What follows belongs to an exercise in optimizing a design on an open flow for small area, a short achievable clock period and few clock cycles; a production flow would make more cautious choices.
Where RTL was checked, it was by simulation tests only, not by an equivalence proof against the original.
For run 3, only the layout was checked, not whether the RTL still works.
Power figures rest on the tool's default switching activity, not on a simulated workload.

**flow/flow/run.sh**
```bash
#!/bin/bash
set -euo pipefail
export BUFFER_PORTS_ARGS="-buffer_cell sky130_fd_sc_hd__buf_1"
bash standard.sh finish > standard_flow.log 2>&1
```
**flow/standard.sh**
```bash
#!/bin/bash
# synth_recipe.tcl (not shown) runs the flow's synth.tcl, then flattens the netlist and writes it again
# the make line also repeats each setting of config.mk as NAME=value (left out here)
make -C /OpenROAD-flow-scripts/flow DESIGN_CONFIG=/design/flow/config.mk WORK_HOME=/design/flow/orfs CLKGATE_MAP_FILE= SYNTH_SCRIPT=/design/flow/synth_recipe.tcl "${@:-finish}"
```
**flow/config.mk**
```make
export PLATFORM = sky130hd
export DESIGN_NAME = tickdeb
export DESIGN_NICKNAME = tickdeb
export VERILOG_FILES = /design/flow/design.v
export SDC_FILE = /design/flow/constraint.sdc
export NUM_CORES = 4
export LEC_CHECK = 0
export CAP_MARGIN = 20
export CORE_MARGIN = 2
export CORE_UTILIZATION = 40
export CTS_BUF_LIST = sky130_fd_sc_hd__clkbuf_4 sky130_fd_sc_hd__clkbuf_8
export SLEW_MARGIN = 20
```
**flow/constraint.sdc**
```tcl
create_clock -name core_clock -period 80.0 [get_ports {clk}]
set_input_delay 16.0000 -clock core_clock [delete_from_list [all_inputs] [get_ports {clk}]]
set_output_delay 16.0000 -clock core_clock [all_outputs]
set_load 0.01 [all_outputs]
```
**flow/design.v**
```verilog
module tickdeb_s2t (
    input  wire [31:0] q,
    input  wire [9:0]  r,
    input  wire        ovf,
    input  wire        b,
    input  wire [23:0] qh,
    input  wire [9:0]  rh,
    output wire [31:0] q_o,
    output wire [9:0]  r_o,
    output wire        ovf_o
);
    wire [10:0] t   = {r, 1'b0};
    wire        c1  = (t >= 11'd1000);
    wire [10:0] r1  = c1 ? (t - 11'd1000) : t;
    wire [31:0] q1  = {q[30:0], c1};
    wire        ov1 = ovf | q[31];
    wire [10:0] u   = r1 + {1'b0, rh};
    wire        c2  = (u >= 11'd1000);
    wire [10:0] r2  = c2 ? (u - 11'd1000) : u;
    wire [32:0] q2  = {1'b0, q1} + {9'd0, qh} + {32'd0, c2};
    assign q_o   = b ? q2[31:0] : q1;
    assign r_o   = b ? r2[9:0]  : r1[9:0];
    assign ovf_o = b ? (ov1 | q2[32]) : ov1;
endmodule
module tickdeb (
    input  wire         clk,
    input  wire         rst,              
    input  wire [31:0]  cfg_clk_hz,
    input  wire         cfg_policy,       
    input  wire         cfg_map,          
    input  wire         cfg_timer_model,  
    input  wire         cfg_preempt,      
    input  wire [4:0]   cfg_n,
    input  wire [3:0]   cfg_init_stage,
    input  wire [511:0] cfg_dur,          
    input  wire [31:0]  cfg_dur_rel,
    input  wire [31:0]  cfg_dur_held,
    input  wire         in_valid,
    input  wire [63:0]  in_word,
    output wire         in_ready,
    output reg          resp_valid,
    output reg  [1:0]   resp_status,      
    output reg  [31:0]  resp_data         
);
    localparam [1:0] ST_NEXT = 2'd0, ST_FAULT = 2'd1, ST_NOSTEP = 2'd2;
    localparam [2:0] PH_BOOT = 3'd0, PH_STABLE = 3'd1, PH_SETTLING = 3'd2,
                     PH_STALL = 3'd3, PH_RP_DISABLE = 3'd4, PH_RP_LOAD = 3'd5,
                     PH_RP_CLEAR = 3'd6, PH_RP_ENABLE = 3'd7;
    localparam [2:0] F_ILLEGAL_OP = 3'd1, F_SEQUENCE = 3'd2, F_PERIOD_RANGE = 3'd3,
                     F_SPURIOUS_IRQ = 3'd4, F_UNBOUND = 3'd5, F_TIMER_UNCFG = 3'd6,
                     F_CONFIG_INVALID = 3'd7;
    reg         rdy;
    reg         rst_q;
    reg         va;
    reg  [7:0]  opc;
    reg  [3:0]  fa;
    reg         fahz, fcz;
    reg  [7:0]  fb;
    reg         imeq, imz1, im0;
    reg         map_q, pol_q, tm_q, pre_q, hznz_q;
    reg  [4:0]  n_q;
    reg  [3:0]  init_q;
    reg  [3:0]  cnt;
    reg  [31:0] xl;           
    reg  [31:0] y;            
    reg  [1:0]  newp_sel;     
    reg         en, mode, pending, ie, gie, hbound;
    reg  [31:0] tv;           
    reg         conf, cand;
    reg  [2:0]  fgph;
    reg  [3:0]  bootix;
    reg  [3:0]  stage;
    reg  [15:0] ntrans;
    reg  [7:0]  dir0, pur0, dir1, pur1;
    reg  [2:0]  fault;
    reg  [7:0]  fopc;
    reg         held;         
    reg  [23:0] qh;
    reg  [9:0]  rh;
    reg  [3:0]  hcnt;
    reg  [9:0]  cr;
    reg         covf;
    reg         mb;
    reg  [4:0]  bi;
    reg  [1:0]  cj;           
    reg  [2:0]  zf;
    reg         qrdy;
    assign in_ready = rdy;
    wire hvalid = (hcnt == 4'd0);
    wire cfg_valid = hznz_q &&
                     (map_q ? !pol_q
                            : (n_q >= 5'd1 && n_q <= 5'd16 && {1'b0, init_q} < n_q));
    wire [31:0] cfgid = {10'd0, 6'd32, 3'd0, (map_q ? 5'd0 : n_q),
                         pre_q, tm_q, map_q, pol_q, 1'b0, 3'd4};
    wire raw    = fa[0];
    wire fbz    = (fb == 8'd0);
    wire immz   = imz1 & ~im0;
    wire fa0z   = fahz & (fa == 4'd0);
    wire fa01   = fahz & (fa[3:1] == 3'd0);
    wire nobci  = fbz & fcz & immz;
    wire bare   = fa0z & nobci;
    wire is_reset   = (opc == 8'h01) && bare;
    wire is_obs     = (opc == 8'h02) && fahz && nobci;
    wire is_cfgp    = (opc == 8'h10) && bare;
    wire is_setrl   = (opc == 8'h11) && fa0z && fbz && fcz;
    wire is_en      = (opc == 8'h12) && bare;
    wire is_dis     = (opc == 8'h13) && bare;
    wire is_clr     = (opc == 8'h14) && bare;
    wire is_reg     = (opc == 8'h15) && fa01 && raw && nobci;
    wire is_ies     = (opc == 8'h16) && bare;
    wire is_gie     = (opc == 8'h17) && bare;
    wire is_gout    = (opc == 8'h20) && fa01 && fcz && immz;
    wire is_gin     = (opc == 8'h21) && fa01 && fcz && immz;
    wire is_tick    = (opc == 8'h30) && bare;
    wire is_samp    = (opc == 8'h40) && fa01 && nobci;
    wire is_rchk    = (opc == 8'h41) && fa01 && nobci;
    wire is_exp     = (opc == 8'h50) && bare && !tm_q;
    wire is_tclk    = (opc == 8'h51) && bare &&  tm_q;
    wire is_fg  = is_cfgp | is_setrl | is_en | is_dis | is_clr | is_reg | is_ies |
                  is_gie | is_gout | is_gin | is_samp | is_rchk;
    wire is_env = is_exp | is_tclk;
    wire legal  = is_reset | is_obs | is_fg | is_tick | is_env;
    wire irq_req = pending & ie & gie;
    wire [4:0]  stage_inc = {1'b0, stage} + 5'd1;
    wire [3:0]  stage_nx  = (stage_inc == n_q) ? 4'd0 : stage_inc[3:0];
    reg boot_ok;
    always @(*) begin
        case (bootix)
            4'd0: boot_ok = (opc == 8'h20) && fa0z && (fb == 8'h03) && fcz && immz;
            4'd1: boot_ok = (opc == 8'h20) && fa01 && raw && (fb == 8'h03) && fcz && immz;
            4'd2: boot_ok = (opc == 8'h21) && fa01 && raw && (fb == 8'h10) && fcz && immz;
            4'd3: boot_ok = is_cfgp;
            4'd4: boot_ok = is_setrl && imeq;
            4'd5: boot_ok = is_reg;
            4'd6: boot_ok = is_ies;
            4'd7: boot_ok = is_gie;
            4'd8: boot_ok = is_en;
            default: boot_ok = 1'b0;
        endcase
    end
    reg fg_expected;
    always @(*) begin
        case (fgph)
            PH_BOOT:       fg_expected = boot_ok;
            PH_STABLE:     fg_expected = is_samp;
            PH_SETTLING:   fg_expected = is_rchk;
            PH_STALL:      fg_expected = is_samp;
            PH_RP_DISABLE: fg_expected = is_dis;
            PH_RP_LOAD:    fg_expected = is_setrl && imeq;
            PH_RP_CLEAR:   fg_expected = is_clr;
            default:       fg_expected = is_en;
        endcase
    end
    wire [31:0] dec_in = (fa == 4'd1) ? xl : tv;
    wire [31:0] dec    = dec_in - 32'd1;
    reg  [31:0] obs_val;
    always @(*) begin
        case (fa)
            4'd0:  obs_val = {27'd0, hbound, gie, ie, mode, en};
            4'd1:  obs_val = dec;
            4'd2:  obs_val = {31'd0, pending};
            4'd3:  obs_val = dec;
            4'd4:  obs_val = {28'd0, cnt};
            4'd5:  obs_val = {16'd0, stage, bootix, 1'b0, fgph, 2'b00, cand, conf};
            4'd6:  obs_val = newp_sel[1] ? y : (newp_sel[0] ? xl : 32'd0);
            4'd7:  obs_val = {16'd0, ntrans};
            4'd8:  obs_val = {24'd0, dir0};
            4'd9:  obs_val = {24'd0, pur0};
            4'd10: obs_val = {30'd0, cnt[1:0]};
            4'd11: obs_val = {24'd0, dir1};
            4'd12: obs_val = {24'd0, pur1};
            4'd13: obs_val = {30'd0, cnt[3:2]};
            4'd14: obs_val = {16'd0, fopc, 5'd0, fault};
            default: obs_val = cfgid;
        endcase
    end
    wire        tgt_init = (fgph == PH_BOOT) && (bootix <= 4'd4);
    wire [3:0]  tgt_ix   = tgt_init ? stage : stage_nx;
    wire [17:0] row_sel  = map_q ? {!tgt_init, tgt_init, 16'd0} : ({2'b00, 16'd1} << tgt_ix);
    reg  [31:0] tgt_word;
    integer ri;
    always @(*) begin
        tgt_word = 32'd0;
        for (ri = 0; ri < 16; ri = ri + 1)
            tgt_word = tgt_word | (cfg_dur[32*ri +: 32] & {32{row_sel[ri]}});
        tgt_word = tgt_word | (cfg_dur_rel & {32{row_sel[16]}}) | (cfg_dur_held & {32{row_sel[17]}});
    end
    wire [4:0]  start_ix = !zf[2] ? 5'd31 : !zf[1] ? 5'd23 : !zf[0] ? 5'd15 : 5'd7;
    wire [4:0]  fetch_ix = (cj == 2'd1) ? start_ix : (bi - 5'd1);
    wire [31:0] col_sel  = 32'd1 << fetch_ix;
    wire        fetch_b  = |(tgt_word & col_sel);
    wire [31:0] st_q;
    wire [9:0]  st_r;
    wire        st_ovf;
    tickdeb_s2t u_s2t (.q(y), .r(cr), .ovf(covf), .b(mb), .qh(qh), .rh(rh),
                       .q_o(st_q), .r_o(st_r), .ovf_o(st_ovf));
    wire        st_small = (st_q[31:1] == 31'd0);
    wire [31:0] st_clamp = st_ovf ? 32'hFFFF_FFFF :
                           st_small ? 32'd2 : st_q;
    wire        cv_step  = (cj == 2'd2) && (!mb || hvalid);
    wire        cv_last  = cv_step && (bi == 5'd0);
    reg [23:0] qh_n;
    reg [9:0]  rh_n;
    reg [10:0] ht;
    integer k;
    always @(*) begin
        qh_n = qh;
        rh_n = rh;
        for (k = 0; k < 2; k = k + 1) begin
            ht = {rh_n, qh_n[23]};
            if (ht >= 11'd1000) begin
                rh_n = ht - 11'd1000;
                qh_n = {qh_n[22:0], 1'b1};
            end else begin
                rh_n = ht[9:0];
                qh_n = {qh_n[22:0], 1'b0};
            end
        end
    end
    wire       do_reset = rst_q | (va & is_reset);
    wire [3:0] cnt_inc  = cnt + 4'd1;
    wire       fg_go    = va && (fault == 3'd0) && legal && is_fg && !(pre_q && irq_req);
    wire       fg_ok    = fg_go && fg_expected &&
                          !(is_setrl && imz1) && !(is_en && !mode);
    wire       confirm  = fg_ok && is_rchk && (fgph == PH_SETTLING) &&
                          (raw != cand) && (map_q || cand);
    wire       wait_cv  = confirm && !qrdy;      
    wire       held_go  = held && qrdy;
    wire       do_conf  = (confirm && qrdy) || held_go;
    reg  [2:0] fgph_n;
    reg  [3:0] bootix_n;
    reg        conf_n, cand_n, qrdy_n, held_n;
    always @(*) begin
        fgph_n   = fgph;
        bootix_n = bootix;
        conf_n   = conf;
        cand_n   = cand;
        qrdy_n   = qrdy;
        held_n   = held;
        if (do_reset) begin
            fgph_n = PH_BOOT; bootix_n = 4'd0; conf_n = 1'b0; cand_n = 1'b0;
            qrdy_n = 1'b0; held_n = 1'b0;
        end else begin
            if (cv_last) qrdy_n = 1'b1;
            if (wait_cv) held_n = 1'b1;
            if (do_conf) begin
                held_n = 1'b0;
                conf_n = cand;
                fgph_n = PH_RP_DISABLE;
            end else if (fg_ok && !wait_cv) begin
                if (is_samp || is_rchk) begin
                    if (fgph == PH_STALL) begin
                        if (raw) begin conf_n = 1'b0; fgph_n = PH_STABLE; end
                    end else if (fgph == PH_STABLE) begin
                        if (!raw != conf) begin cand_n = !raw; fgph_n = PH_SETTLING; end
                    end else begin
                        if (!raw != cand) fgph_n = PH_STABLE;
                        else begin
                            conf_n = cand;
                            fgph_n = PH_STABLE;
                        end
                    end
                end else begin
                    case (fgph)
                        PH_BOOT: begin
                            bootix_n = bootix + 4'd1;
                            if (bootix == 4'd8) fgph_n = PH_STABLE;
                            if (bootix == 4'd4) qrdy_n = 1'b0;
                        end
                        PH_RP_DISABLE: fgph_n = PH_RP_LOAD;
                        PH_RP_LOAD: begin
                            fgph_n = PH_RP_CLEAR;
                            if (!map_q) qrdy_n = 1'b0;
                        end
                        PH_RP_CLEAR:   fgph_n = PH_RP_ENABLE;
                        PH_RP_ENABLE:  fgph_n = (pol_q && conf) ? PH_STALL : PH_STABLE;
                        default:       fgph_n = fgph;
                    endcase
                end
            end
        end
    end
    wire in_take = in_valid && rdy;
    wire blk_boot = ((fgph_n == PH_BOOT) && (bootix_n == 4'd4)) ||
                    ((fgph_n == PH_BOOT) && (bootix_n == 4'd3) && in_take &&
                     (in_word[63:56] == 8'h10));
    wire blk_rchk = (fgph_n == PH_SETTLING) && (map_q || cand_n) && in_take &&
                    (in_word[63:56] == 8'h41) && (in_word[48] != cand_n);
    wire block    = !qrdy_n && (blk_boot || blk_rchk || held_n);
    always @(posedge clk) begin
        rst_q  <= rst;
        rdy    <= rst | ~block;
        va     <= in_take & ~rst;
        opc    <= in_word[63:56];
        fa     <= in_word[51:48];
        fahz   <= (in_word[55:52] == 4'd0);
        fb     <= in_word[47:40];
        fcz    <= (in_word[39:32] == 8'd0);
        imeq   <= (in_word[31:0] == y);
        imz1   <= (in_word[31:1] == 31'd0);
        im0    <= in_word[0];
        map_q  <= cfg_map;
        pol_q  <= cfg_policy;
        tm_q   <= cfg_timer_model;
        pre_q  <= cfg_preempt;
        n_q    <= cfg_n;
        init_q <= cfg_init_stage;
        hznz_q <= (cfg_clk_hz != 32'd0);
        resp_valid  <= ((va & ~wait_cv) | held_go) & ~rst;
        resp_status <= ST_NEXT;
        resp_data   <= 32'd0;
        fgph   <= fgph_n;
        bootix <= bootix_n;
        conf   <= conf_n;
        cand   <= cand_n;
        qrdy   <= qrdy_n;
        held   <= held_n;
        if (rst_q) begin
            qh   <= cfg_clk_hz[23:0];
            rh   <= {2'b00, cfg_clk_hz[31:24]};
            hcnt <= 4'd12;
        end else if (hcnt != 4'd0) begin
            qh   <= qh_n;
            rh   <= rh_n;
            hcnt <= hcnt - 4'd1;
        end
        if (do_reset) begin
            cj <= 2'd0;
        end else if (!qrdy) begin
            case (cj)
                2'd0: begin
                    y    <= 32'd0;
                    cr   <= 10'd0;
                    covf <= 1'b0;
                    zf   <= {tgt_word[31:24] == 8'd0, tgt_word[23:16] == 8'd0,
                             tgt_word[15:8] == 8'd0};
                    cj   <= 2'd1;
                end
                2'd1: begin
                    mb   <= fetch_b;
                    bi   <= start_ix;
                    cj   <= 2'd2;
                end
                default: begin
                    if (cv_step) begin
                        mb <= fetch_b;
                        bi <= bi - 5'd1;
                        if (cv_last) begin
                            y  <= st_clamp;
                            cj <= 2'd0;
                        end else begin
                            y    <= st_q;
                            cr   <= st_r;
                            covf <= st_ovf;
                        end
                    end
                end
            endcase
        end
        if (do_reset) begin
            cnt      <= 4'd0;
            xl       <= 32'd1;
            newp_sel <= 2'd0;
            en       <= 1'b0;
            mode     <= 1'b0;
            pending  <= 1'b0;
            ie       <= 1'b0;
            gie      <= 1'b0;
            hbound   <= 1'b0;
            tv       <= 32'd1;
            stage    <= cfg_map ? 4'd0 : cfg_init_stage;
            ntrans   <= 16'd0;
            dir0     <= 8'd0;
            pur0     <= 8'd0;
            dir1     <= 8'd0;
            pur1     <= 8'd0;
            fault    <= cfg_valid ? 3'd0 : F_CONFIG_INVALID;
            fopc     <= cfg_valid ? 8'd0 : 8'h01;
        end else if (do_conf) begin
            ntrans   <= ntrans + 16'd1;
            newp_sel <= 2'd2;
            if (!map_q) stage <= stage_nx;
        end else if (va && !wait_cv) begin
            if (fault != 3'd0) begin
                if (is_obs)
                    resp_data <= obs_val;
                else
                    resp_status <= ST_NOSTEP;
            end else if (!legal) begin
                fault       <= F_ILLEGAL_OP;
                fopc        <= opc;
                resp_status <= ST_FAULT;
            end else if (is_obs) begin
                resp_data <= obs_val;
            end else if (is_fg) begin
                if (pre_q && irq_req) begin
                    resp_status <= ST_NOSTEP;
                end else if (!fg_expected) begin
                    fault       <= F_SEQUENCE;
                    fopc        <= opc;
                    resp_status <= ST_FAULT;
                end else if (is_setrl && imz1) begin
                    fault       <= F_PERIOD_RANGE;
                    fopc        <= opc;
                    resp_status <= ST_FAULT;
                end else if (is_en && !mode) begin
                    fault       <= F_TIMER_UNCFG;
                    fopc        <= opc;
                    resp_status <= ST_FAULT;
                end else if (is_samp || is_rchk) begin
                    if (fgph == PH_SETTLING && raw != cand) ntrans <= ntrans + 16'd1;
                end else begin
                    if (is_cfgp)  mode   <= 1'b1;
                    if (is_setrl) begin
                        xl <= y;
                        if (fgph == PH_RP_LOAD) begin
                            newp_sel <= 2'd1;
                            if (map_q) y <= xl;
                        end
                    end
                    if (is_en) begin
                        en <= 1'b1;
                        if (tm_q) tv <= xl;
                    end
                    if (is_dis)   en      <= 1'b0;
                    if (is_clr)   pending <= 1'b0;
                    if (is_reg)   hbound  <= 1'b1;
                    if (is_ies)   ie      <= 1'b1;
                    if (is_gie)   gie     <= 1'b1;
                    if (is_gout) begin
                        if (raw) begin
                            dir1 <= dir1 | fb;
                            pur1 <= pur1 & ~fb;
                        end else begin
                            dir0 <= dir0 | fb;
                            pur0 <= pur0 & ~fb;
                        end
                    end
                    if (is_gin) begin
                        if (raw) begin
                            dir1 <= dir1 & ~fb;
                            pur1 <= pur1 | fb;
                        end else begin
                            dir0 <= dir0 & ~fb;
                            pur0 <= pur0 | fb;
                        end
                    end
                end
            end else if (is_tick) begin
                if (!irq_req) begin
                    fault       <= F_SPURIOUS_IRQ;
                    fopc        <= opc;
                    resp_status <= ST_FAULT;
                end else if (!hbound) begin
                    fault       <= F_UNBOUND;
                    fopc        <= opc;
                    resp_status <= ST_FAULT;
                end else begin
                    pending <= 1'b0;
                    cnt     <= cnt_inc;
                end
            end else begin
                if (!(en && mode)) begin
                    resp_status <= ST_NOSTEP;
                end else if (is_exp) begin
                    pending <= 1'b1;
                end else begin
                    if (tv == 32'd1) begin
                        pending <= 1'b1;
                        tv      <= xl;
                    end else begin
                        tv <= dec;
                    end
                end
            end
        end
    end
endmodule
```
==> results.toml, run 1 <==
[grt]
grt_max_degree = 80
grt_usage_pct = 49.8
grt_overflow = 0
grt_pass1_wl_mm = 219
grt_pass1_vias = 27800
grt_antenna_before_repair = 80

[synth]
syn_area_um2 = 24300
synth_ff_type = "dfxtp_1"
ys_types = 109
ys_seq_area_share_pct = 29.1
async_flop_share_pct = 0
syn_inst = 3153
postSynthAreaPerCell_um2 = 7.70
synth_edf_count = 67
synth-seq-cells = 319
syn_nets = 3896
ys_warn_count = 1

[final_layout]
post-route-cell-area_um2 = 28900
fill_cells = 6308
final_cell_mix = "buf_1, nand2_1, nor2_1, dfxtp_1, a21oi_1"
drive_gt1_share_pct = 6.87
layout_commonest_cell = "buf_1"
syn_to_final_growth_pct = 19.0
fin_util_pct = 48.0
final_nets = 4497

[timing]
fin_ws_ns = 61.75
slew_headroom_pct = 19.0
rsz0062_at_grt = "no"
min_period_ns = 18.25
setup_viol = 0
clock.fmax_mhz = 54.8
fin_worst_skew_ns = 0.0591
worst_slew_pin_slew_ns = 1.21
period_share_pct = 22.8
setup_tns_ns = 0
hold_viol_final = 0
slew_viol_final = 0

[route]
wl_mm = 163
drt_iter0_markers = 4560
drtPass1Iterations = 9
ant_nets = 0
routedWlPerCell_um = 35.1
drc = 0
viasPerCell = 6.60
vias = 30600

[floorplan]
num_rows = 90
die_area_um2 = 62700
io_pins = 724
core_um2 = 60200
die_y_um = 250
die_w_um = 250
start_util_pct = 40.3

[clocking]
clock-sinks = 319
cts_setup_buffers = 0
cts_tree = "yes"
hold_buffers = 0
cts-htree-levels = 2
cts_resized = 0
path_clk_slew_ns = 0.06
worstSkewPairLatency_ns = 0.73
cts_buffers = 57
clockBufferDepth = 3
cts_root_buf = "clkbuf_8"

[critical_path]
r2r-start = "cr[2]"
ff2ff_setup_slack_ns = 72.09
cp-start-kind = "input port"
worstSetupPathType = "in2reg"
arrival_ns = 18.67
startpoint = "cfg_dur_held[15]"
critPathCaptureType = "flop"
cp.required_ns = 80.42
worstPathMaxFanout = 2

[placement]
place_ws_ns = 61.12
io_buffers = 723
place_area_um2 = 27400
gp_congestion = 1.15
hpwl_mm = 132

[min_path]
min-delay-start = "dir1[4]"
hold_class = "reg2reg"

[power]
total_power_w = 0.000533
p_leak_nw = 9.87
max-vdd-ir-drop_mv = 0.0169
power.density_nw_per_um2 = 18.4

[run_status]
status = "finished clean"

[run]
drv_cap = 0
[area by class of cell]
cell class | count | area, um^2 | share of cell area [%]
multi-input combinational | 2545 | 16100 | 55.8
sequential | 319 | 7060 | 24.4
timing repair buffer | 770 | 3070 | 10.6
clock buffer | 83 | 1070 | 3.69
tap | 782 | 978 | 3.38
clock inverter | 21 | 243 | 0.840
inverter | 61 | 229 | 0.792
antenna | 56 | 140 | 0.485
[registers in the layout (all words and copies together) (netlist names), 10 cells and up]
signal / flops
cr: 10
ntrans: 16
qh: 24
resp_data: 32
rh: 10
tv: 32
xl: 32
y: 32
[metrics by stage]
step                      hold slack [ns]  instances
after detailed placement            0.433       4475
after global routing                0.462       4617
after global placement              0.431       4475
after CTS                           0.443       4579
after floorplan                     0.412       3153
final                               0.448       4637
[synth_stat cells (12+ instances only)]
library cell / count / area share [%]
nand2_1: 410 / 6.3
nor2_1: 285 / 4.4
dfxtp_1: 252 / 21
a21oi_1: 234 / 4.8
clkbuf_1: 151 / 2.3
o21ai_0: 145 / 3.0
a22oi_1: 135 / 4.2
nand3_1: 107 / 2.2
nor3_1: 106 / 2.2
mux2i_1: 88 / 3.6
xor2_1: 80 / 2.9
edfxtp_1: 67 / 8.3
nand4_1: 64 / 1.6
inv_1: 60 / 0.93
nor4_1: 59 / 1.5
xnor2_1: 59 / 2.1
ha_1: 52 / 2.7
a211oi_1: 50 / 1.5
and2_1: 44 / 1.1
a221oi_1: 43 / 1.6
buf_2: 43 / 0.89
nor2b_1: 40 / 1.0
mux2_2: 38 / 1.8
a22o_1: 31 / 1.1
and3_1: 29 / 0.75
a222oi_1: 26 / 1.1
a31oi_1: 26 / 0.67
nand2b_1: 25 / 0.64
nor3b_1: 21 / 0.65
o21a_1: 20 / 0.62
or3_1: 20 / 0.52
buf_1: 19 / 0.29
o211ai_1: 18 / 0.56
o31ai_1: 18 / 0.56
a21o_1: 16 / 0.49
a221o_1: 12 / 0.49
and4_1: 12 / 0.43
or2_2: 12 / 0.31
[path summary, 6_finish.rpt]
check            end  cells after the start
max reg2reg     y[3]                     28
min          dir1[4]                      2
min reg2reg  dir1[4]                      2
max               mb                     11
[metal layers]
layer / track usage (%) / routed length (um) / part of all wire [%]
met5: 0 / 146 / 0.090
met4: 38.2 / 14600 / 9.0
met3: 16.3 / 19100 / 12
met2: 74.0 / 69000 / 42
met1: 59.6 / 59900 / 37
[worst max-delay path: stages]
cell       delay [ns]
buf_1            0.08
mux2i_1          0.22
o22ai_1          0.13
a221o_1          0.28
a311oi_1         0.51
nand3_1          0.17
a221o_1          0.30
o311ai_0         0.44
a21oi_1          0.14
a2111oi_2        0.27
a22oi_1          0.15
[kinds of logic after synthesis]
logic type,count (synthesis),synth area share (%)
AOI/OAI and AO/OA,922,26.1
xor gates and xnor gates,140,5.08
adders and majority gates,55,2.93
buffers and inverters,289,5.02
DFF,319,29.1
muxes,127,5.48
and+or+nand+nor,1301,26.3
[report_power, final]
group | switching [W] | internal, W | total [W]
clock network | 0.0000783 | 0.0000997 | 0.000178
registers | 0.0000120 | 0.000175 | 0.000187
logic | 0.000107 | 0.0000600 | 0.000167
Testbench counts, summed over its fixed seeds: cycles 49,229.
==> inputs of run 2 (changes only) <==
--- a/flow/config.mk
+++ b/flow/config.mk
@@ -8,5 +8,4 @@
 export CAP_MARGIN = 20
 export CORE_MARGIN = 2
 export CORE_UTILIZATION = 40
-export CTS_BUF_LIST = sky130_fd_sc_hd__clkbuf_4 sky130_fd_sc_hd__clkbuf_8
 export SLEW_MARGIN = 20
==> results.toml, run 2 <==
[run_status]
status = "finished clean"

[grt]
grt_antenna_before_repair = 83
grt_usage_pct = 50.0
grt_overflow = 0
grt_pass1_vias = 27500
grt_max_degree = 80
grt_pass1_wl_mm = 219

[power]
max-vdd-ir-drop_mv = 0.0155
power.density_nw_per_um2 = 18.8
p_leak_nw = 9.86

[timing]
clock.fmax_mhz = 54.2
holdWs_ns = 0.451
setup_tns_ns = 0
slew_headroom_pct = 13.8
period_share_pct = 23.1
setup_viol = 0
rsz0062_at_grt = "no"
worst_slew_pin_slew_ns = 1.29
min_period_ns = 18.45
slew_viol_final = 0
hold_viol_final = 0
fin_worst_skew_ns = 0.0128

[clocking]
cts_buffers = 39
cts_setup_buffers = 0
path_clk_slew_ns = 0.06
cts_tree = "yes"
cts-htree-levels = 2
cts_resized = 0
clock-sinks = 319
worstSkewPairLatency_ns = 0.58
clockBufferDepth = 3
hold_buffers = 0
cts_root_buf = "clkbuf_16"

[synth]
syn_inst = 3153
synth_edf_count = 67
ys_warn_count = 1
synth-compound-area-share_pct = 26.1
synth_top_family_by_area = "simple AND/OR/NAND/NOR gates"
postSynthAreaPerCell_um2 = 7.70
synth_fa_ha_area_share_pct = 2.93
synth_top_area_share_pct = 20.8
ys_seq_area_share_pct = 29.1
synth-seq-cells = 319
synth_ff_type = "dfxtp_1"
syn_nets = 3896
synthXorXnorAreaFrac_pct = 5.08
synth_common_cells = "nand2_1, nor2_1, dfxtp_1, a21oi_1, clkbuf_1"
synth_simple_gate_area_share_pct = 26.3
syn_area_um2 = 24300
synth_area_leaders = "dfxtp_1, edfxtp_1, nand2_1"
async_flop_share_pct = 0
ys_types = 109
muxShareOfSynthArea_pct = 5.48
yosysTopAreaCell = "dfxtp_1"
synth.most_common_cell = "nand2_1"

[floorplan]
io_pins = 724
num_rows = 90
die_w_um = 250
core_um2 = 60200
die_area_um2 = 62700
start_util_pct = 40.3
die_y_um = 250

[final_layout]
post-route-cell-area_um2 = 29000
final_cell_mix = "buf_1, nand2_1, nor2_1, dfxtp_1, a21oi_1"
syn_to_final_growth_pct = 19.3
drive_gt1_share_pct = 6.05
layout_commonest_cell = "buf_1"
final_nets = 4479
fill_cells = 6279

[min_path]
hold_class = "reg2reg"

[critical_path]
arrival_ns = 18.76
cp.required_ns = 80.31
cp-start-kind = "input port"
cp_cell_sequence = "buf_1 > mux2i_2 > o2bb2ai_1 > a221oi_1 > nand4_1 > a2111oi_1 > o22ai_1 > a32oi_1 > and4bb_1 > a22oi_1"
slowest_stage = "mux2i_2"
cp_slowest_stage_delay_ns = 0.71
critPathCaptureType = "flop"
worstSetupPathType = "in2reg"
worstPathMaxFanout = 2

[route]
routedWlPerCell_um = 35.3
viasPerCell = 6.63
drt_iter0_markers = 4461
ant_nets = 0
drc = 0
drtPass1Iterations = 7
vias = 30500
wl_mm = 162

[placement]
place_area_um2 = 27400
hpwl_mm = 132
io_buffers = 723
gp_congestion = 1.15

[run]
drv_cap = 0
## run 2: cell counts after synthesis
Identical to the previous run, type by type.
## run 2: cell type report
type	count	area, um^2	area share, %
multi-input cells	2545	16100	55.7
flip-flops and latches	319	7060	24.4
repair buffers	770	3070	10.6
clock buffers	50	1120	3.86
well taps	782	978	3.38
clock inverters	21	256	0.885
inverters	61	229	0.790
diodes	57	143	0.492
## run 2: cells by family after synthesis
logic type	after synthesis
compound gates	922
flops	319
buf+inv	289
fa+ha+maj	55
simple gates	1301
xor+xnor	140
mux	127
## run 2: power by group
part | internal (W) | switching (W) | total, W
clock | 0.000113 | 0.0000782 | 0.000191
combinational | 0.0000600 | 0.000108 | 0.000168
sequential | 0.000175 | 0.0000119 | 0.000187
## run 2: metal layers
layer	global-route usage (%)	vias up	wire [um]
met2	74.4	2251	69600
met3	17.0	531	18600
met4	37.6	22	14000
li1	-	13000	-
met5	0	-	163
met1	59.5	14700	59900
## run 2: critical path, delay by kind of cell
family,cells,cell delay [ns]
AO/OA/AOI/OAI,6,1.59
buffers and inverters,1,0.09
multiplexers,1,0.71
AND/OR/NAND/NOR,2,0.35
## run 2: final timing paths
path | from | to | slack (ns) | depth (start not counted)
worst max-delay path | cfg_dur_held[20] | mb | 61.55 | 10
worst min register to register | dir1[4] | dir1[4] | 0.45 | 2
worst max register to register | cr[2] | y[8] | 72.03 | 27
worst min-delay path | dir1[4] | dir1[4] | 0.45 | 2
## run 2: stage by stage
stage / util [%] / total power, W / worst slack [ns] / std cells
floorplan: - / 0.000290 / 61.99 / 3153
global placement: 45.5 / 0.000350 / 61.21 / 4475
detailed placement: 45.5 / 0.000350 / 61.12 / 4475
CTS: 47.8 / 0.000539 / 61.73 / 4546
global route: 48.0 / 0.000564 / 61.45 / 4581
finish: 48.1 / 0.000546 / 61.55 / 4605
==> inputs of run 3 (changes only) <==
--- a/flow/design.v
+++ b/flow/design.v
@@ -80,10 +80,9 @@
     reg  [3:0]  hcnt;
     reg  [9:0]  cr;
     reg         covf;
-    reg         mb;
+    reg  [31:0] dsel;         
     reg  [4:0]  bi;
     reg  [1:0]  cj;           
-    reg  [2:0]  zf;
     reg         qrdy;
     assign in_ready = rdy;
     wire hvalid = (hcnt == 4'd0);
@@ -185,10 +184,10 @@
             tgt_word = tgt_word | (cfg_dur[32*ri +: 32] & {32{row_sel[ri]}});
         tgt_word = tgt_word | (cfg_dur_rel & {32{row_sel[16]}}) | (cfg_dur_held & {32{row_sel[17]}});
     end
-    wire [4:0]  start_ix = !zf[2] ? 5'd31 : !zf[1] ? 5'd23 : !zf[0] ? 5'd15 : 5'd7;
-    wire [4:0]  fetch_ix = (cj == 2'd1) ? start_ix : (bi - 5'd1);
-    wire [31:0] col_sel  = 32'd1 << fetch_ix;
-    wire        fetch_b  = |(tgt_word & col_sel);
+    wire [4:0]  start_ix = (dsel[31:24] != 8'd0) ? 5'd31 :
+                           (dsel[23:16] != 8'd0) ? 5'd23 :
+                           (dsel[15:8]  != 8'd0) ? 5'd15 : 5'd7;
+    wire        mb       = dsel[bi];
     wire [31:0] st_q;
     wire [9:0]  st_r;
     wire        st_ovf;
@@ -324,6 +323,7 @@
             rh   <= rh_n;
             hcnt <= hcnt - 4'd1;
         end
+        dsel <= tgt_word;
         if (do_reset) begin
             cj <= 2'd0;
         end else if (!qrdy) begin
@@ -332,18 +332,14 @@
                     y    <= 32'd0;
                     cr   <= 10'd0;
                     covf <= 1'b0;
-                    zf   <= {tgt_word[31:24] == 8'd0, tgt_word[23:16] == 8'd0,
-                             tgt_word[15:8] == 8'd0};
                     cj   <= 2'd1;
                 end
                 2'd1: begin
-                    mb   <= fetch_b;
                     bi   <= start_ix;
                     cj   <= 2'd2;
                 end
                 default: begin
                     if (cv_step) begin
-                        mb <= fetch_b;
                         bi <= bi - 5'd1;
                         if (cv_last) begin
                             y  <= st_clamp;
==> results.toml, run 3 <==
[critical_path]
critPathBufInv = 1
worstPathMaxFanout = 2
cp_cell_sequence = "buf_1"
arrival_ns = 1.30
cp_top_family = "flip-flops"
slowest_stage = "dfxtp_1"
cp_slowest_stage_delay_ns = 0.51
worstSetupPathType = "reg2out"
cp.required_ns = 64.00
critPathCaptureType = "output pin"
cp-start-kind = "flop"

[timing]
clock.fmax_mhz = 57.8
fin_worst_skew_ns = 0.0264
hold_viol_final = 0
slew_headroom_pct = 19.1
slew_viol_final = 0
min_period_ns = 17.30
period_share_pct = 21.6
rsz0062_at_grt = "no"
setup_tns_ns = 0
worst_slew_pin_slew_ns = 1.21
setup_viol = 0

[floorplan]
num_rows = 90
start_util_pct = 40.4
core_um2 = 60200
die_w_um = 251
die_area_um2 = 62900
die_y_um = 251
io_pins = 724

[clocking]
cts_setup_buffers = 0
cts_buffers = 41
cts_tree = "yes"
hold_buffers = 0
cts_resized = 0
cts-htree-levels = 2
path_clk_slew_ns = 0.07
clockBufferDepth = 3
cts_root_buf = "clkbuf_16"
clock-sinks = 347
worstSkewPairLatency_ns = 0.61

[synth]
ys_warn_count = 1
async_flop_share_pct = 0
muxShareOfSynthArea_pct = 4.77
yosysTopAreaCell = "dfxtp_1"
synth_edf_count = 63
synth_top_area_share_pct = 23.4
synthXorXnorAreaFrac_pct = 5.25
synth_ff_type = "dfxtp_1"
syn_nets = 3823
synth_common_cells = "nand2_1, nor2_1, dfxtp_1, a21oi_1, clkbuf_1"
postSynthAreaPerCell_um2 = 7.90
synth_simple_gate_area_share_pct = 25.4
synth-seq-cells = 347
synth_fa_ha_area_share_pct = 2.92
ys_types = 105
synth.most_common_cell = "nand2_1"
synth_area_leaders = "dfxtp_1, edfxtp_1, nand2_1"
ys_seq_area_share_pct = 31.1
synth_top_family_by_area = "compound AO/OA/AOI/OAI gates"
syn_inst = 3080
syn_area_um2 = 24300
synth-compound-area-share_pct = 25.9

[grt]
grt_max_degree = 89
grt_pass1_wl_mm = 212
grt_pass1_vias = 26700
grt_overflow = 0
grt_usage_pct = 48.4
grt_antenna_before_repair = 84

[route]
drtPass1Iterations = 11
drc = 0
drt_iter0_markers = 4452
vias = 30000
ant_nets = 0
routedWlPerCell_um = 34.5
wl_mm = 157
viasPerCell = 6.60

[final_layout]
drive_gt1_share_pct = 5.84
layout_commonest_cell = "buf_1"
final_nets = 4413
fill_cells = 6291
fin_util_pct = 48.5
syn_to_final_growth_pct = 19.9
final_cell_mix = "buf_1, nand2_1, dfxtp_1, nor2_1, a21oi_1"

[placement]
hpwl_mm = 126
io_buffers = 723
gp_congestion = 1.09

[min_path]
hold_class = "reg2reg"

[run_status]
status = "finished clean"

[power]
power.density_nw_per_um2 = 19.3
max-vdd-ir-drop_mv = 0.0136
p_leak_nw = 9.99

[run]
drv_cap = 0
-- run 3: metal layers --
metal  wire length, um  GRT usage (%)  share of wire (%)
met3             24000           22.2                 15
met2             62700           66.6                 40
met5               224          0.927               0.14
met1             57700           59.6                 37
met4             12500           33.1                8.0
-- run 3: final timing paths --
kind	start	to	slack, ns	cells after the start
setup / recovery	rdy	in_ready	62.70	1
hold / removal	dir1[4]	dir1[4]	0.44	2
hold reg to reg	dir1[4]	dir1[4]	0.44	2
setup reg to reg	cr[2]	y[1]	72.06	26
-- run 3: per-stage QoR --
| step | cell area, um^2 | cells | power, W | worst slack (ns) | hold slack (ns) |
|---|---|---|---|---|---|
| after detailed placement | 27600 | 4408 | 0.000362 | 62.30 | 0.432 |
| final | 29200 | 4553 | 0.000563 | 62.70 | 0.440 |
| after global placement | 27600 | 4408 | 0.000361 | 62.34 | 0.426 |
| after floorplan | 24300 | 3080 | 0.000303 | 62.66 | 0.415 |
| after global routing | 29100 | 4512 | 0.000580 | 62.70 | 0.468 |
| after CTS | 29000 | 4481 | 0.000555 | 62.70 | 0.442 |
-- run 3: tightest hold or removal path, cell delays in order, from the launching register on --
cell and delay, ns:
dfxtp_1 0.31, nand2_1 0.05, nor2_1 0.04
-- run 3: cell families after synthesis --
kind of cell / after synthesis
adders and majority gates: 55
muxes: 106
AOI/OAI and AO/OA: 880
DFF: 347
buffers and inverters: 282
and+or+nand+nor: 1264
xor gates and xnor gates: 146
-- run 3: cell type report --
class                   count  area (um^2)  area share (%)
clock inverters            15          159           0.544
flip-flops and latches    347         7580            26.0
inverters                  61          229           0.784
clock buffers              58         1220            4.17
well taps                 782          978            3.35
multi-input cells        2451        15800            54.1
diodes                     71          178           0.609
repair buffers            768         3050            10.4
-- run 3: report_power, final --
group          switching (W)  internal, W  total (W)  leakage (nW)
clock              0.0000830     0.000113   0.000196         0.682
sequential         0.0000162     0.000192   0.000208          2.96
combinational      0.0000994    0.0000592   0.000159          6.35
total               0.000199     0.000364   0.000563          9.99
==> inputs of run 4 (changes only) <==
--- a/flow/design.v
+++ b/flow/design.v
@@ -56,10 +56,9 @@
     reg  [3:0]  fa;
     reg         fahz, fcz;
     reg  [7:0]  fb;
-    reg         imeq, imz1, im0;
+    reg         imeq, imzh, imzl, im0;
     reg         map_q, pol_q, tm_q, pre_q, hznz_q;
     reg  [4:0]  n_q;
-    reg  [3:0]  init_q;
     reg  [3:0]  cnt;
     reg  [31:0] xl;           
     reg  [31:0] y;            
@@ -88,11 +87,12 @@
     wire hvalid = (hcnt == 4'd0);
     wire cfg_valid = hznz_q &&
                      (map_q ? !pol_q
-                            : (n_q >= 5'd1 && n_q <= 5'd16 && {1'b0, init_q} < n_q));
+                            : (n_q >= 5'd1 && n_q <= 5'd16 && {1'b0, cfg_init_stage} < n_q));
     wire [31:0] cfgid = {10'd0, 6'd32, 3'd0, (map_q ? 5'd0 : n_q),
                          pre_q, tm_q, map_q, pol_q, 1'b0, 3'd4};
     wire raw    = fa[0];
     wire fbz    = (fb == 8'd0);
+    wire imz1   = imzh & imzl;
     wire immz   = imz1 & ~im0;
     wire fa0z   = fahz & (fa == 4'd0);
     wire fa01   = fahz & (fa[3:1] == 3'd0);
@@ -280,11 +280,12 @@
         end
     end
     wire in_take = in_valid && rdy;
+    wire op_cfgp  = !in_word[62] && !in_word[61] && in_word[60] && !in_word[56];
+    wire op_rchk  = in_word[62] && !in_word[60] && in_word[56];
     wire blk_boot = ((fgph_n == PH_BOOT) && (bootix_n == 4'd4)) ||
-                    ((fgph_n == PH_BOOT) && (bootix_n == 4'd3) && in_take &&
-                     (in_word[63:56] == 8'h10));
+                    ((fgph_n == PH_BOOT) && (bootix_n == 4'd3) && in_take && op_cfgp);
     wire blk_rchk = (fgph_n == PH_SETTLING) && (map_q || cand_n) && in_take &&
-                    (in_word[63:56] == 8'h41) && (in_word[48] != cand_n);
+                    op_rchk && (in_word[48] != cand_n);
     wire block    = !qrdy_n && (blk_boot || blk_rchk || held_n);
     always @(posedge clk) begin
         rst_q  <= rst;
@@ -296,14 +297,14 @@
         fb     <= in_word[47:40];
         fcz    <= (in_word[39:32] == 8'd0);
         imeq   <= (in_word[31:0] == y);
-        imz1   <= (in_word[31:1] == 31'd0);
+        imzh   <= (in_word[31:16] == 16'd0);
+        imzl   <= (in_word[15:1] == 15'd0);
         im0    <= in_word[0];
         map_q  <= cfg_map;
         pol_q  <= cfg_policy;
         tm_q   <= cfg_timer_model;
         pre_q  <= cfg_preempt;
         n_q    <= cfg_n;
-        init_q <= cfg_init_stage;
         hznz_q <= (cfg_clk_hz != 32'd0);
         resp_valid  <= ((va & ~wait_cv) | held_go) & ~rst;
         resp_status <= ST_NEXT;
--- a/flow/config.mk
+++ b/flow/config.mk
@@ -7,5 +7,5 @@
 export LEC_CHECK = 0
 export CAP_MARGIN = 20
 export CORE_MARGIN = 2
-export CORE_UTILIZATION = 40
+export CORE_UTILIZATION = 30
 export SLEW_MARGIN = 20
==> results.toml, run 4 <==
[grt]
grt_antenna_before_repair = 80
grt_overflow = 0
gr-usage-met2_pct = 58.4
grt_pass1_vias = 26500
grt_pass1_wl_mm = 206
grt_usage_pct = 36.1
grtUsageMet1_pct = 42.8
use_met3_pct = 8.78
top_usage_layer = "met2"
grt_max_degree = 69

[clocking]
cts_tree = "yes"
cts-htree-levels = 2
cts_root_buf = "clkbuf_16"
path_clk_slew_ns = 0.06
hold_buffers = 0
cts_setup_buffers = 0
cts_buffers = 43
worstSkewPairLatency_ns = 0.59
clockBufferDepth = 3
clock-sinks = 344
cts_resized = 0

[route]
drc = 0
viasPerCell = 6.00
drt_iter0_markers = 3874
routedWlPerCell_um = 32.4
ant_nets = 0
vias = 28100
drtPass1Iterations = 9
wl_mm = 152

[synth]
syn_inst = 2961
ys_seq_area_share_pct = 31.9
synth_ff_type = "dfxtp_1"
ys_warn_count = 1
syn_area_um2 = 23600
synth.most_common_cell = "nand2_1"
synth_top_area_share_pct = 23.9
yosysTopAreaCell = "dfxtp_1"
synth_common_cells = "nand2_1, nor2_1, dfxtp_1, a21oi_1, clkbuf_1"
synth-seq-cells = 344
async_flop_share_pct = 0
postSynthAreaPerCell_um2 = 7.97
synth_edf_count = 63
ys_types = 95
syn_nets = 3704
synth_area_leaders = "dfxtp_1, edfxtp_1, nand2_1"

[power]
max-vdd-ir-drop_mv = 0.0137
p_switching_w = 0.000195
power.density_nw_per_um2 = 19.8
p_sw_share_pct = 33.8
comb_power_share_pct = 26.6
p_leak_nw = 9.88
power.internal_w = 0.000381
pwr-share-seq_pct = 35.5
pwr-share-clk_pct = 37.9

[timing]
rsz0062_at_grt = "no"
min_period_ns = 17.33
setup_viol = 0
slew_viol_final = 0
fin_worst_skew_ns = 0.0239
setup_tns_ns = 0
worst_slew_pin_slew_ns = 1.21
hold_viol_final = 0
clock.fmax_mhz = 57.7
period_share_pct = 21.7
slew_headroom_pct = 19.6

[floorplan]
start_util_pct = 30.4
die_w_um = 284
io_pins = 724
die_area_um2 = 80900
die_y_um = 284
core_um2 = 77600
num_rows = 102

[final_layout]
layout_commonest_cell = "buf_1"
fin_util_pct = 37.4
syn_to_final_growth_pct = 23.1
final_cell_mix = "buf_1, nand2_1, dfxtp_1, nor2_1, a21oi_1"
final_nets = 4315
drive_gt1_share_pct = 6.18
fill_cells = 8387

[critical_path]
cp-start-kind = "input port"
critPathCaptureType = "flop"
arrival_ns = 17.63
worstSetupPathType = "in2reg"
cp.required_ns = 80.30
worstPathMaxFanout = 4

[min_path]
hold_class = "reg2reg"

[placement]
gp_congestion = 1.01
io_buffers = 723
hpwl_mm = 124

[run]
drv_cap = 0

[run_status]
status = "finished clean"
[run 4: cell types whose count changed after synthesis, moves of 22 or more]
| cell | delta |
|---|---|
| buf_2 | -23 |
| a22oi_1 | -54 |
| nand2_1 | -41 |
| a221oi_1 | -31 |
| a222oi_1 | +60 |
| a21oi_1 | +22 |
[run 4: worst paths after layout]
check                                       start       end  slack (ns)  cells after the start
worst max register to register              cr[2]      y[0]       72.38                     28
worst min-delay path                      dir1[6]   dir1[6]        0.46                      1
worst max-delay path            cfg_init_stage[1]  fault[1]       62.67                     10
worst min register to register            dir1[6]   dir1[6]        0.46                      1
[run 4: logic make-up (layout without fill, tap and decap cells)]
group                      count (synthesis)  after routing  synth area share (%)
DFF                                      344            344                  31.9
muxes                                    129            129                  6.13
adders and majority gates                 55             55                  3.01
xor gates and xnor gates                 145            145                  5.44
buffers and inverters                    264            910                  4.37
AOI/OAI and AO/OA                        824            824                  24.4
and+or+nand+nor                         1200           1200                  24.7
other                                      0             38                     0
[run 4: final cells by class]
cell class,count,area (um^2),share of cell area (%)
sequential,344,7520,25.9
tap,1040,1300,4.48
clock buffer,59,1240,4.27
inverter,53,199,0.685
antenna,38,95.1,0.327
timing repair buffer,777,3150,10.8
clock inverter,21,319,1.10
multi-input combinational,2353,15200,52.4
[run 4: per-stage QoR]
stage / hold WS (ns) / area, um^2 / total power, W / setup WS, ns / instances
2_1_floorplan: 0.412 / 23600 / 0.000296 / 62.76 / 2961
3_3_place_gp: 0.438 / 27300 / 0.000355 / 62.11 / 4563
3_5_place_dp: 0.442 / 27400 / 0.000356 / 62.18 / 4566
4_1_cts: 0.458 / 28900 / 0.000573 / 62.76 / 4646
5_1_grt: 0.467 / 29000 / 0.000596 / 62.56 / 4673
6_report: 0.459 / 29000 / 0.000575 / 62.67 / 4685
[run 4: power by group through the flow]
stage               combinational (W)  clock (W)  sequential (W)
global route                 0.000165   0.000226        0.000205
floorplan                   0.0000972          0        0.000199
finish                       0.000153   0.000218        0.000204
CTS                          0.000150   0.000220        0.000204
detailed placement           0.000149          0        0.000207
global placement             0.000148          0        0.000207
[run 4: critical path, cell delays in order]
cell and delay (ns):
buf_1 0.10, ha_1 0.30, a21oi_1 0.16, nor2b_1 0.07
o21ai_0 0.21, a221oi_1 0.14, a21oi_1 0.29, nand2_1 0.11
nand2_1 0.14, o21ai_0 0.12
[run 4: metal layers]
| layer | vias up | part of all wire (%) |
|---|---|---|
| li1 | 12400 | - |
| met1 | 13600 | 37 |
| met2 | 1716 | 47 |
| met3 | 331 | 10 |
| met4 | 26 | 6.4 |
| met5 | - | 0.11 |
Testbench counts of run 4, summed over its fixed seeds: cycles 49,229.
==> inputs of run 5 (changes only) <==
--- a/flow/config.mk
+++ b/flow/config.mk
@@ -7,5 +7,5 @@
 export LEC_CHECK = 0
 export CAP_MARGIN = 20
 export CORE_MARGIN = 2
-export CORE_UTILIZATION = 30
+export CORE_UTILIZATION = 40
 export SLEW_MARGIN = 20
==> results.toml, run 5 <==
[critical_path]
arrival_ns = 17.81
worstPathMaxFanout = 2
cp-start-kind = "input port"
critPathCaptureType = "flop"
r2r-start = "cr[2]"
cp.required_ns = 80.42
worstSetupPathType = "in2reg"
cp_slowest_stage_delay_ns = 0.97
startpoint = "cfg_dur_held[22]"
cp_cell_sequence = "buf_1 > nand2_1 > nand2_1 > a222oi_1 > and3_1 > nand4_1"
path_common_cell = "nand2_1"
slowest_stage = "a222oi_1"

[grt]
grt_pass1_vias = 26100
grt_antenna_before_repair = 81
grt_max_degree = 69
grt_pass1_wl_mm = 200
grt_usage_pct = 47.1
grt_overflow = 0

[final_layout]
layout_commonest_cell = "buf_1"
post-route-cell-area_um2 = 28600
multiInputGateArea_um2 = 15200
syn_to_final_growth_pct = 21.1
final_nets = 4312
stdcell_count = 4431
fill_cells = 6109
final_cell_mix = "buf_1, nand2_1, dfxtp_1, nor2_1, a21oi_1"
area.sequential_um2 = 7520
drive_gt1_share_pct = 6.11

[floorplan]
io_pins = 724
start_util_pct = 40.2
num_rows = 89
core_um2 = 58700
die_w_um = 247
die_y_um = 247
die_area_um2 = 60900

[power]
power.density_nw_per_um2 = 19.3
max-vdd-ir-drop_mv = 0.0192
p_leak_nw = 9.78
power.internal_w = 0.000359
pwr-share-clk_pct = 35.3
p_sw_share_pct = 34.8
comb_power_share_pct = 27.8
total_power_w = 0.000551
p_switching_w = 0.000192
pwr-share-seq_pct = 36.9

[min_path]
hold_class = "reg2reg"
min-delay-start = "dir1[2]"

[run_status]
status = "finished clean"

[timing]
min_period_ns = 17.39
setup_tns_ns = 0
period_share_pct = 21.7
clock.fmax_mhz = 57.5
slew_viol_final = 0
slew_headroom_pct = 15.6
rsz0062_at_grt = "no"
holdWs_ns = 0.461
setup_viol = 0
hold_viol_final = 0
fin_worst_skew_ns = 0.0246
worst_slew_pin_slew_ns = 1.27

[synth]
synth.most_common_cell = "nand2_1"
yosysTopAreaCell = "dfxtp_1"
synth_edf_count = 63
synth_ff_type = "dfxtp_1"
synth_simple_gate_area_share_pct = 24.7
synth_area_leaders = "dfxtp_1, edfxtp_1, nand2_1"
ys_seq_area_share_pct = 31.9
syn_nets = 3704
async_flop_share_pct = 0
synth-compound-area-share_pct = 24.4
postSynthAreaPerCell_um2 = 7.97
synth_top_family_by_area = "simple AND/OR/NAND/NOR gates"
synth_common_cells = "nand2_1, nor2_1, dfxtp_1, a21oi_1, clkbuf_1"
synthXorXnorAreaFrac_pct = 5.44
syn_area_um2 = 23600
ys_warn_count = 1
muxShareOfSynthArea_pct = 6.13
ys_types = 95
synth-seq-cells = 344
synth_fa_ha_area_share_pct = 3.01
syn_inst = 2961
synth_top_area_share_pct = 23.9

[route]
ant_nets = 0
wl_mm = 148
drtPass1Iterations = 11
viasPerCell = 6.54
drc = 0
routedWlPerCell_um = 33.4
drt_iter0_markers = 4426
vias = 29000

[placement]
place_area_um2 = 27000
hpwl_mm = 120
io_buffers = 723
gp_congestion = 1.05
dp.cells = 4297

[clocking]
cts_setup_buffers = 0
cts_root_buf = "clkbuf_16"
cts_buffers = 40
clock-sinks = 344
clockBufferDepth = 3
path_clk_slew_ns = 0.06
worstSkewPairLatency_ns = 0.59
cts-htree-levels = 2
cts_resized = 0
hold_buffers = 0
cts_tree = "yes"

[run]
drv_cap = 0
-- run 5: cell count changes in the layout (fill, tap and decap cells not counted), sizes merged --
cell / delta
diode: +20
bufinv: -7
clkinv: +3
clkbuf: -2
inv: -2
clkinvlp: +1
-- run 5: layer usage --
layer  up-vias  global-route usage, %  part of all wire (%)
met4        28                   32.2                   7.8
met2      2196                   67.0                    41
met1     13900                   55.5                    36
met3       463                   22.9                    15
met5         -                      0                  0.12
li1      12400                      -                     -
-- run 5: cells by family after synthesis --
kind of cell,count (synthesis)
AO/OA/AOI/OAI,824
XOR/XNOR,145
adder cells (fa/ha/maj),55
buffers and inverters,264
flip-flops,344
multiplexers,129
AND/OR/NAND/NOR,1200
-- run 5: cell type report --
cell class,count,area share (%)
diodes,58,0.508
inverters,53,0.697
multi-input cells,2353,53.3
repair buffers,777,10.9
flip-flops and latches,344,26.3
clock buffers,57,4.44
clock inverters,16,0.403
well taps,773,3.39
-- run 5: worst paths after layout --
path / slack (ns) / to / depth (start not counted)
min reg2reg: 0.46 / dir1[2] / 1
max reg2reg: 71.84 / y[0] / 27
max: 62.61 / dsel[22] / 6
min: 0.46 / dir1[2] / 1
-- run 5: power groups by stage --
stage / combinational (W) / clock, W / sequential (W)
after floorplan: 0.0000972 / 0 / 0.000199
after global placement: 0.000146 / 0 / 0.000206
after detailed placement: 0.000146 / 0 / 0.000206
after CTS: 0.000147 / 0.000195 / 0.000203
after global routing: 0.000164 / 0.000202 / 0.000204
final: 0.000153 / 0.000195 / 0.000203
-- run 5: metrics by stage --
| stage | setup slack [ns] | util, % |
|---|---|---|
| floorplan | 62.76 | - |
| global placement | 62.23 | 46.0 |
| detailed placement | 62.19 | 46.0 |
| CTS | 62.69 | 48.4 |
| global route | 62.64 | 48.5 |
| finish | 62.61 | 48.7 |
-- run 5: worst max-delay path: cells and delay by family --
kind                   cells  cell delay (ns)
buffers and inverters      1             0.07
AO/OA/AOI/OAI              1             0.97
AND/OR/NAND/NOR            4             0.76
==> inputs of run 6 (changes only) <==
--- a/flow/config.mk
+++ b/flow/config.mk
@@ -8,4 +8,5 @@
 export CAP_MARGIN = 20
 export CORE_MARGIN = 2
 export CORE_UTILIZATION = 40
+export CTS_BUF_LIST = sky130_fd_sc_hd__clkbuf_4
 export SLEW_MARGIN = 20
==> results.toml, run 6 <==
[timing]
period_share_pct = 22.0
rsz0062_at_grt = "no"
setup_viol = 0
slew_viol_final = 0
fin_worst_skew_ns = 0.116
slew_headroom_pct = 14.9
worst_slew_pin_slew_ns = 1.28
hold_viol_final = 0
clock.fmax_mhz = 56.9
setup_tns_ns = 0
min_period_ns = 17.59

[clocking]
hold_buffers = 0
cts_setup_buffers = 0
worstSkewPairLatency_ns = 0.91
clockBufferDepth = 3
cts_buffers = 97
path_clk_slew_ns = 0.07
cts_tree = "yes"
cts_root_buf = "clkbuf_4"
cts-htree-levels = 3
cts_resized = 0
clock-sinks = 344

[power]
comb_power_share_pct = 29.3
pwr-share-clk_pct = 31.6
pwr-share-seq_pct = 39.1
power.internal_w = 0.000330
max-vdd-ir-drop_mv = 0.0126
p_leak_nw = 9.84
p_sw_share_pct = 36.5
power.density_nw_per_um2 = 18.3
p_switching_w = 0.000190

[critical_path]
cp_top_family = "flip-flops"
cp.required_ns = 64.00
critPathBufInv = 1
cp_cell_sequence = "buf_1"
slowest_stage = "dfxtp_1"
worstSetupPathType = "reg2out"
worst-path-stages = 1
r2r_cells = 28
arrival_ns = 1.59
worstPathMaxFanout = 2
critPathCaptureType = "output pin"
cp-start-kind = "flop"
cp_slowest_stage_delay_ns = 0.47

[route]
drc = 0
routedWlPerCell_um = 32.8
drt_iter0_markers = 4378
viasPerCell = 6.43
drtPass1Iterations = 10
ant_nets = 0
vias = 29100
wl_mm = 148

[placement]
hpwl_mm = 120
gp_congestion = 1.05
io_buffers = 723
place_area_um2 = 27000

[floorplan]
die_w_um = 247
num_rows = 89
die_y_um = 247
start_util_pct = 40.2
core_um2 = 58700
die_area_um2 = 60900
io_pins = 724

[grt]
use_met3_pct = 22.4
grtUsageMet1_pct = 55.4
grt_pass1_wl_mm = 200
top_usage_layer = "met2"
grt_usage_pct = 47.2
grt_max_degree = 69
grt_pass1_vias = 26600
grt_overflow = 0
gr-usage-met2_pct = 67.5
grt_antenna_before_repair = 85

[min_path]
whs_path_depth = 1
hold_class = "reg2reg"

[synth]
synth_common_cells = "nand2_1, nor2_1, dfxtp_1, a21oi_1, clkbuf_1"
ys_warn_count = 1
ys_seq_area_share_pct = 31.9
syn_area_um2 = 23600
yosysTopAreaCell = "dfxtp_1"
synth-seq-cells = 344
synth_top_area_share_pct = 23.9
synth_area_leaders = "dfxtp_1, edfxtp_1, nand2_1"
synth_ff_type = "dfxtp_1"
ys_types = 95
syn_inst = 2961
syn_nets = 3704
synth_edf_count = 63
async_flop_share_pct = 0
postSynthAreaPerCell_um2 = 7.97
synth.most_common_cell = "nand2_1"

[final_layout]
layout_commonest_cell = "buf_1"
final_cell_mix = "buf_1, nand2_1, dfxtp_1, nor2_1, a21oi_1"
post-route-cell-area_um2 = 28400
fill_cells = 6163
drive_gt1_share_pct = 8.38
final_nets = 4370
multiInputGateArea_um2 = 15200
area.sequential_um2 = 7520
syn_to_final_growth_pct = 20.4

[run]
drv_cap = 0

[run_status]
status = "finished clean"
## run 6: changes by cell type in the layout (fill, tap and decap cells not counted), moves of 2 or more
cell	previous run	this run
clkbuf_16	48	0
clkinv_1	1	17
clkbuf_8	3	0
clkbuf_1	5	0
clkbuf_4	1	145
inv_6	3	1
## run 6: cell families after synthesis
group / synth area share [%]
AND/OR/NAND/NOR: 24.7
AO/OA/AOI/OAI: 24.4
flip-flops: 31.9
buffers and inverters: 4.37
XOR/XNOR: 5.44
multiplexers: 6.13
adder cells (fa/ha/maj): 3.01
## run 6: per-layer routing
layer / part of all wire [%] / vias to the layer above
li1: - / 12600
met1: 36 / 13900
met2: 41 / 2134
met3: 15 / 413
met4: 7.4 / 42
met5: 0.20 / -
## run 6: stage by stage
step                power [W]  instances  worst slack (ns)  utilization (%)  hold WS (ns)
finish               0.000520       4531             62.41             48.4         0.461
global route         0.000544       4502             62.35             48.3         0.481
CTS                  0.000516       4470             62.36             48.1         0.463
detailed placement   0.000353       4297             62.19             46.0         0.442
global placement     0.000352       4296             62.23             46.0         0.442
floorplan            0.000296       2961             62.76                -         0.412
## run 6: path summary, 6_finish.rpt
check,start,endpoint,slack (ns)
max,rdy,in_ready,62.41
min,dir0[3],dir0[3],0.46
max reg2reg,cr[3],y[0],71.92
min reg2reg,dir0[3],dir0[3],0.46
## run 6: power groups by stage
stage	Sequential, W	Combinational (W)	Clock (W)
3_3_place_gp	0.000206	0.000146	0
5_1_grt	0.000204	0.000164	0.000176
6_report	0.000203	0.000152	0.000165
4_1_cts	0.000202	0.000147	0.000166
3_5_place_dp	0.000206	0.000146	0
2_1_floorplan	0.000199	0.0000972	0
## run 6: cell type report
type	count	share of cell area, %
Inverter	53	0.700
Antenna cell	57	0.502
Timing Repair Buffer	778	11.0
Clock inverter	28	0.463
Clock buffer	145	3.83
Multi-Input combinational cell	2353	53.6
Sequential cell	344	26.5
Tap cell	773	3.41
==> inputs of run 7 (changes only) <==
--- a/flow/design.v
+++ b/flow/design.v
@@ -197,7 +197,7 @@
     wire [31:0] st_clamp = st_ovf ? 32'hFFFF_FFFF :
                            st_small ? 32'd2 : st_q;
     wire        cv_step  = (cj == 2'd2) && (!mb || hvalid);
-    wire        cv_last  = cv_step && (bi == 5'd0);
+    wire        cv_last  = cv_step && ((bi == 5'd0) || st_ovf);
     reg [23:0] qh_n;
     reg [9:0]  rh_n;
     reg [10:0] ht;
--- a/flow/config.mk
+++ b/flow/config.mk
@@ -8,5 +8,4 @@
 export CAP_MARGIN = 20
 export CORE_MARGIN = 2
 export CORE_UTILIZATION = 40
-export CTS_BUF_LIST = sky130_fd_sc_hd__clkbuf_4
 export SLEW_MARGIN = 20
==> results.toml, run 7 <==
[timing]
setup_tns_ns = 0
clock.fmax_mhz = 58.4
min_period_ns = 17.12
fin_worst_skew_ns = 0.0168
rsz0062_at_grt = "no"
slew_viol_final = 0
period_share_pct = 21.4
worst_slew_pin_slew_ns = 1.28
setup_viol = 0
fin_ws_ns = 62.88
slew_headroom_pct = 12.5
hold_viol_final = 0

[grt]
grt_overflow = 0
grt_pass1_vias = 25400
grt_max_degree = 68
grt_pass1_wl_mm = 193
grt_usage_pct = 44.5
grt_antenna_before_repair = 81

[synth]
synth_edf_count = 63
synth_top_area_share_pct = 23.6
synth_ff_type = "dfxtp_1"
yosysTopAreaCell = "dfxtp_1"
syn_nets = 3718
synth_area_leaders = "dfxtp_1, edfxtp_1, nand2_1"
ys_seq_area_share_pct = 31.6
synth_common_cells = "nand2_1, nor2_1, dfxtp_1, a21oi_1, clkbuf_1"
ys_types = 99
synth-seq-cells = 344
async_flop_share_pct = 0
syn_inst = 2975
syn_area_um2 = 23800
ys_warn_count = 1
postSynthAreaPerCell_um2 = 8.00
synth.most_common_cell = "nand2_1"

[route]
routedWlPerCell_um = 32.2
drtPass1Iterations = 14
vias = 28300
drt_iter0_markers = 4100
wl_mm = 142
drc = 0
viasPerCell = 6.38
ant_nets = 0

[final_layout]
final_nets = 4307
stdcell_count = 4428
fin_util_pct = 48.6
post-route-cell-area_um2 = 28600
syn_to_final_growth_pct = 20.4
layout_commonest_cell = "buf_1"
drive_gt1_share_pct = 6.01
final_cell_mix = "buf_1, nand2_1, nor2_1, dfxtp_1, a21oi_1"
fill_cells = 6182

[floorplan]
core_um2 = 58900
num_rows = 89
die_w_um = 248
die_y_um = 248
io_pins = 724
start_util_pct = 40.4
die_area_um2 = 61500

[clocking]
worstSkewPairLatency_ns = 0.58
clock-sinks = 344
cts_tree = "yes"
clockBufferDepth = 3
path_clk_slew_ns = 0.06
cts_buffers = 41
cts_resized = 0
cts_setup_buffers = 0
hold_buffers = 0
cts-htree-levels = 2
cts_root_buf = "clkbuf_16"

[critical_path]
cp_cell_sequence = "buf_1"
cp_top_family = "flip-flops"
critPathBufInv = 1
cp_slowest_stage_delay_ns = 0.38
cp.required_ns = 64.00
arrival_ns = 1.12
slowest_stage = "dfxtp_1"
cp-start-kind = "flop"
ff2ff_setup_slack_ns = 71.17
critPathCaptureType = "output pin"
worstSetupPathType = "reg2out"
worstPathMaxFanout = 3

[power]
p_leak_nw = 10.0
max-vdd-ir-drop_mv = 0.0206
power.density_nw_per_um2 = 24.8

[min_path]
hold_class = "reg2reg"

[placement]
dp.cells = 4293
hpwl_mm = 114
place_area_um2 = 27100
gp_congestion = 1.09
place_ws_ns = 62.35
io_buffers = 723

[run]
drv_cap = 0

[run_status]
status = "finished clean"
==> run 7: cell count changes after synthesis, sizes merged, moves of 12 or more <==
cell / previous run / this run
nand2: 404 / 357
o21ai: 136 / 100
a21oi: 210 / 245
buf: 27 / 53
clkbuf: 184 / 166
nor2: 287 / 303
nand3: 51 / 64
xor2: 72 / 85
and2: 52 / 40
==> run 7: final timing paths <==
kind | from | to | cells after the start
hold reg to reg | dir1[4] | dir1[4] | 2
setup / recovery | rdy | in_ready | 1
setup reg to reg | cr[2] | y[0] | 25
hold / removal | dir1[4] | dir1[4] | 2
==> run 7: power by group <==
part | leakage, nW | switching [W] | internal (W)
logic | 6.38 | 0.000161 | 0.000107
registers | 2.94 | 0.0000455 | 0.000200
clock network | 0.685 | 0.0000814 | 0.000117
==> run 7: logic make-up (layout without fill, tap and decap cells) <==
logic type / Yosys count / in the layout / share of synthesized area (%)
AOI/OAI and AO/OA: 841 / 841 / 25.0
xor gates and xnor gates: 148 / 148 / 5.50
adders and majority gates: 55 / 55 / 2.99
buffers and inverters: 269 / 888 / 4.50
DFF: 344 / 344 / 31.6
muxes: 129 / 129 / 5.60
other: 0 / 61 / 0
and+or+nand+nor: 1189 / 1189 / 24.8
==> run 7: layer usage <==
layer	global-route usage [%]	share of wire, %	vias up
met5	1.03	0.15	-
met4	33.8	8.6	34
met3	17.0	12	417
met2	64.8	42	1800
met1	52.5	37	13500
li1	-	-	12500
==> run 7: through the flow <==
step,hold WS (ns),total power [W]
floorplan,0.415,0.000417
global placement,0.425,0.000505
detailed placement,0.436,0.000507
CTS,0.444,0.000706
global route,0.470,0.000747
finish,0.446,0.000712
==> run 7: cell type report <==
cell class,instances,area (um^2),area share [%]
Multi-Input combinational cell,2362,15400,53.7
Clock buffer,51,1130,3.96
Timing Repair Buffer,765,3030,10.6
Clock inverter,22,262,0.913
Sequential cell,344,7520,26.3
Antenna cell,61,153,0.533
Inverter,50,188,0.655
Tap cell,773,967,3.38
==> run 7: worst register-to-register path: stages, from the launching register on <==
cell and delay, ns:
edfxtp_1 0.46, inv_1 0.10, ha_1 0.22, o31ai_1 0.10
a21oi_1 0.55, xnor2_1 0.21, ha_1 0.36, a21oi_1 0.24
o21bai_1 0.13, a2111oi_0 0.41, nor3_1 0.15, xnor2_1 0.17
or3_1 0.42, o31ai_1 0.78, inv_1 0.22, fa_1 0.51
nor2b_1 0.19, o2111ai_1 0.18, a2111oi_0 1.15, or3_1 0.28
a311oi_2 0.18, a211oi_1 0.28, nor2_1 0.06, a2111oi_0 0.91
a21oi_1 0.16, or2_2 0.32
Testbench counts of run 7, summed over its fixed seeds: cycles 48,653.

==> re-timing with driven ports <==
How much do the figures lean on ideal ports? The routed layouts below were timed once more, with nothing changed but the port constraints.
Step 1 (the two cells are an assumption about what drives the block):
set clk [get_ports {clk}]
set_driving_cell -lib_cell sky130_fd_sc_hd__clkbuf_16 $clk
set_driving_cell -lib_cell sky130_fd_sc_hd__buf_2 [delete_from_list [all_inputs] $clk]
Step 2, shift: input delay + t, output delay - t, t = (earliest + latest rising clock arrival at the registers) / 2. This alone moves slack from input paths to output paths.
Slacks: ideal / step 1 / step 2; pairs: ideal / step 1.
| run | t, ns | setup slack, ns | hold slack, ns | worst setup path at the end | worst data-port slew with drivers (ns) |
|---|---|---|---|---|---|
| run 1 | 0.746 | 61.751 / 61.779 / 61.033 | 0.448 / 0.448 / 0.448 | input to register | 0.39 |
| run 2 | 0.619 | 61.555 / 61.583 / 60.963 | 0.451 / 0.451 / 0.451 | input to register | 0.39 |
| run 3 | 0.654 | 62.704 / 62.642 / 62.197 | 0.440 / 0.440 / 0.440 | input to register | 0.42 |
| run 4 | 0.645 | 62.671 / 62.711 / 62.065 | 0.459 / 0.459 / 0.459 | input to register | 0.29 |
| run 5 | 0.643 | 62.610 / 62.631 / 62.009 | 0.461 / 0.461 / 0.461 | input to register | 0.33 |
| run 6 | 0.912 | 62.411 / 62.351 / 62.165 | 0.461 / 0.461 / 0.461 | input to register | 0.34 |
| run 7 | 0.635 | 62.881 / 62.820 / 62.359 | 0.446 / 0.446 / 0.446 | input to register | 0.35 |
After both steps setup and hold are still met in every run listed. The setup slack of run 1, which loses most, moves by +0.028 ns with the drivers and by -0.718 ns with both steps.
